What follows belongs to an exercise in optimizing a design on an open flow for small area, a short achievable clock period and few clock cycles per item; a production flow would make more cautious choices. Power figures rest on the tool's default switching activity, not on a simulated workload.

Setup of run 2:
## ironfe_sdb
module ironfe_sdb (
    input  wire         clk,
    input  wire         rst,           
    input  wire         cmd_valid,
    output wire         cmd_ready,
    input  wire [103:0] cmd_word,
    output wire         rsp_valid,
    output wire [47:0]  rsp_word,
    output wire         src_ready,
    input  wire         src_valid,
    input  wire         src_eos,
    input  wire [7:0]   src_data,
    output wire         src_close,
    output wire         dst_we,
    output wire [30:0]  dst_addr,
    output wire [7:0]   dst_data
);
For scale: roughly 1,300 cells after synthesis, roughly 160 flip-flops, ~10,000 um2 of cells after synthesis.
clock: 10.0 ns
lec_check: 0
cap_margin: 20
core_margin: 2
core_utilization: 40
slew_margin: 20
standard.sh (not shown) runs the stock make flow with config.mk's settings and CLKGATE_MAP_FILE= SYNTH_SCRIPT=/design/flow/synth_recipe.tcl, a recipe that flattens the netlist after the stock synthesis.
==> flow/flow/run.sh <==
#!/bin/bash
# Standard ORFS layout, with repair_timing asked for more setup slack than
# the design's clock needs and small port buffers.
set -o pipefail
bash standard.sh SETUP_SLACK_MARGIN=7 "BUFFER_PORTS_ARGS=-buffer_cell sky130_fd_sc_hd__buf_1" finish > standard_flow.log 2>&1
Changes in run 4 relative to run 2:
diff --git a/flow/design.v b/flow/design.v
--- a/flow/design.v
+++ b/flow/design.v
@@ -154,21 +154,28 @@
         sched    = 1'b0;
         done     = 1'b0;
         to_fetch = 1'b0;
         to_count = 1'b0;
         to_fill  = 1'b0;
         to_err   = 1'b0;
         ecode    = 3'd0;
         dd_n     = last_q;
         if (s_eval) begin
-            if (!go)          done = 1'b1;
-            else if (k_owed)  to_fill = 1'b1;
-            else              to_fetch = 1'b1;
+            if (!go) begin
+                done = 1'b1;
+            end else if (k_owed) begin
+                sched = 1'b1;
+                if (r_one)       done = 1'b1;
+                else if (k_last) to_fetch = 1'b1;
+                else             to_fill = 1'b1;
+            end else begin
+                to_fetch = 1'b1;
+            end
         end
         if (s_fill) begin
             sched = 1'b1;
             if (r_one)       done = 1'b1;
             else if (k_last) to_fetch = 1'b1;
             else             to_fill = 1'b1;
         end
         if (s_fetch) begin
             to_fetch = 1'b1;
@@ -285,22 +292,24 @@
             cap31_q   <= a_cap[31];
             bad_off_q <= a_offset[31];
             bad_cnt_q <= a_count[31];
             zero_q    <= (a_count == 32'd0);
         end else begin
             a_q <= a_q ^ ({31{we_q}} & a_p);
             r_q <= r_q ^ ({31{sched}} & r_p);
             if (s_chk || to_err)
                 n_q <= 31'd0;
+            else if (s_eval)
+                n_q <= {30'd0, sched};
             else
                 n_q <= n_q ^ ({31{sched}} & n_p);
         end
-        if (s_fill)
+        if (s_fill || (s_eval && sched))
             k_q <= k_q - 8'd1;
         else if (s_count && bv_q && lv_q)
             k_q <= b_q;
         if (s_fetch && bv_q && !kind_q && !d_mark) begin
             last_q <= b_q;
             lv_q   <= 1'b1;
         end
         if (s_count && bv_q && d_zero && fb_q) begin
             last_q <= RLE_MARKER;
### Flow results
- When run 4 is measured against run 2, its detailed-router iteration count before antenna repair turns out 11 higher.
- Run 4 vs run 2 — core region area climbed slightly
- Min placed standard-cell area across run 4 and run 2: run 2
- | reported leakage power | run 4 vs run 2 | 1.3% lower |
- Between run 4 and run 2, it is run 4 whose final HPWL from detailed placement is higher, by about 3.7%.
No run of this note included a check of the RTL's function; only the layout flow was run.

## build 95
Another version of the RTL of ironfe_sdb (not shown whole).
For scale: ~1300 cells after synthesis, roughly 160 flip-flops, roughly 210 I/O pins, ~0.010 mm² of cells after synthesis.
export LEC_CHECK = 0
export CAP_MARGIN = 20
export CORE_MARGIN = 2
export CORE_UTILIZATION = 40
export SLEW_MARGIN = 20
create_clock -name core_clock -period 10.0 [get_ports {clk}]
Scripts as last shown in full above: flow/flow/run.sh
Setup changes, build 95 to build 55
--- a/flow/design.v
+++ b/flow/design.v
@@ -151,26 +151,19 @@
         done     = 1'b0;
         to_fetch = 1'b0;
         to_count = 1'b0;
         to_fill  = 1'b0;
         to_err   = 1'b0;
         ecode    = 3'd0;
         dd_n     = last_q;
         if (s_eval) begin
-            if (!go) begin
-                done = 1'b1;
-            end else if (k_owed) begin
-                sched = 1'b1;
-                if (r_one)       done = 1'b1;
-                else if (k_last) to_fetch = 1'b1;
-                else             to_fill = 1'b1;
-            end else begin
-                to_fetch = 1'b1;
-            end
+            if (!go)          done = 1'b1;
+            else if (k_owed)  to_fill = 1'b1;
+            else              to_fetch = 1'b1;
         end
         if (s_fill) begin
             sched = 1'b1;
             if (r_one)       done = 1'b1;
             else if (k_last) to_fetch = 1'b1;
             else             to_fill = 1'b1;
         end
         if (s_fetch) begin
@@ -283,25 +276,23 @@
         b_q <= src_data;
         if (idle_q) begin
             a_q       <= a_offset[30:0];
             r_q       <= a_count[30:0];
             n_q       <= (op == 3'd2) ? a_cap[30:0] : 31'd0;
             cap31_q   <= a_cap[31];
         end else begin
             a_q <= a_q ^ ({31{we_q}} & a_p);
-            r_q <= r_q ^ ({31{sched || (s_eval && k_owed)}} & r_p);
-            if (s_eval)
-                n_q <= {30'd0, sched};
-            else if (to_err)
+            r_q <= r_q ^ ({31{sched}} & r_p);
+            if (s_eval || to_err)
                 n_q <= 31'd0;
             else
                 n_q <= n_q ^ ({31{sched}} & n_p);
         end
-        if (s_fill || (s_eval && sched))
+        if (s_fill)
             k_q <= k_q - 8'd1;
         else if (s_count && bv_q && lv_q)
             k_q <= b_q;
         if (s_fetch && bv_q && !kind_q && !d_mark) begin
             last_q <= b_q;
             lv_q   <= 1'b1;
         end
         if (s_count && bv_q && d_zero && fb_q) begin
## What came out
Row final period utilization: build 55 lower / build 95 higher. Build 95 -> build 55: detailed-route via count decreased by a few percent. Summary: with build 95 as the reference, synthesized cell count in build 55 moved down slightly. Summary of build 55 over build 95: die area fell 0.87%; total power rose by about 10%; hold slack now smaller; clock-cell share of area about even.
No run of this note included a check of the RTL's function; only the layout flow was run.

==> what the ideal ports hide <==
In the flow no input, the clock included, has a driving cell. The finished layouts below were timed again as built, in two steps. Step 1, drivers: a clkbuf_16 drives clk and a buf_2 each remaining input, both assumed. Step 2 moves the port delays by t, midway between the first and last clock arrival at a register: inputs arrive t later, outputs are due t later. That takes back most of the time a late clock gives input paths. Slacks: ideal / step 1 / step 2; pairs: ideal / step 1.
run	t, ns	slack for setup (ns)	worst slew at a driven data input, ns	pins driven straight from the clock port
run 2	0.485	7.025 / 6.977 / 6.612	0.08	1
run 4	0.476	6.869 / 6.876 / 6.400	0.11	1
build 95	0.481	6.496 / 6.496 / 6.313	0.08	1
build 55	0.482	6.870 / 6.902 / 6.420	0.07	1
After both steps setup and hold are still met in every run listed. The setup slack of run 4, which loses most, moves by +0.007 ns with the drivers and by -0.469 ns with both steps.
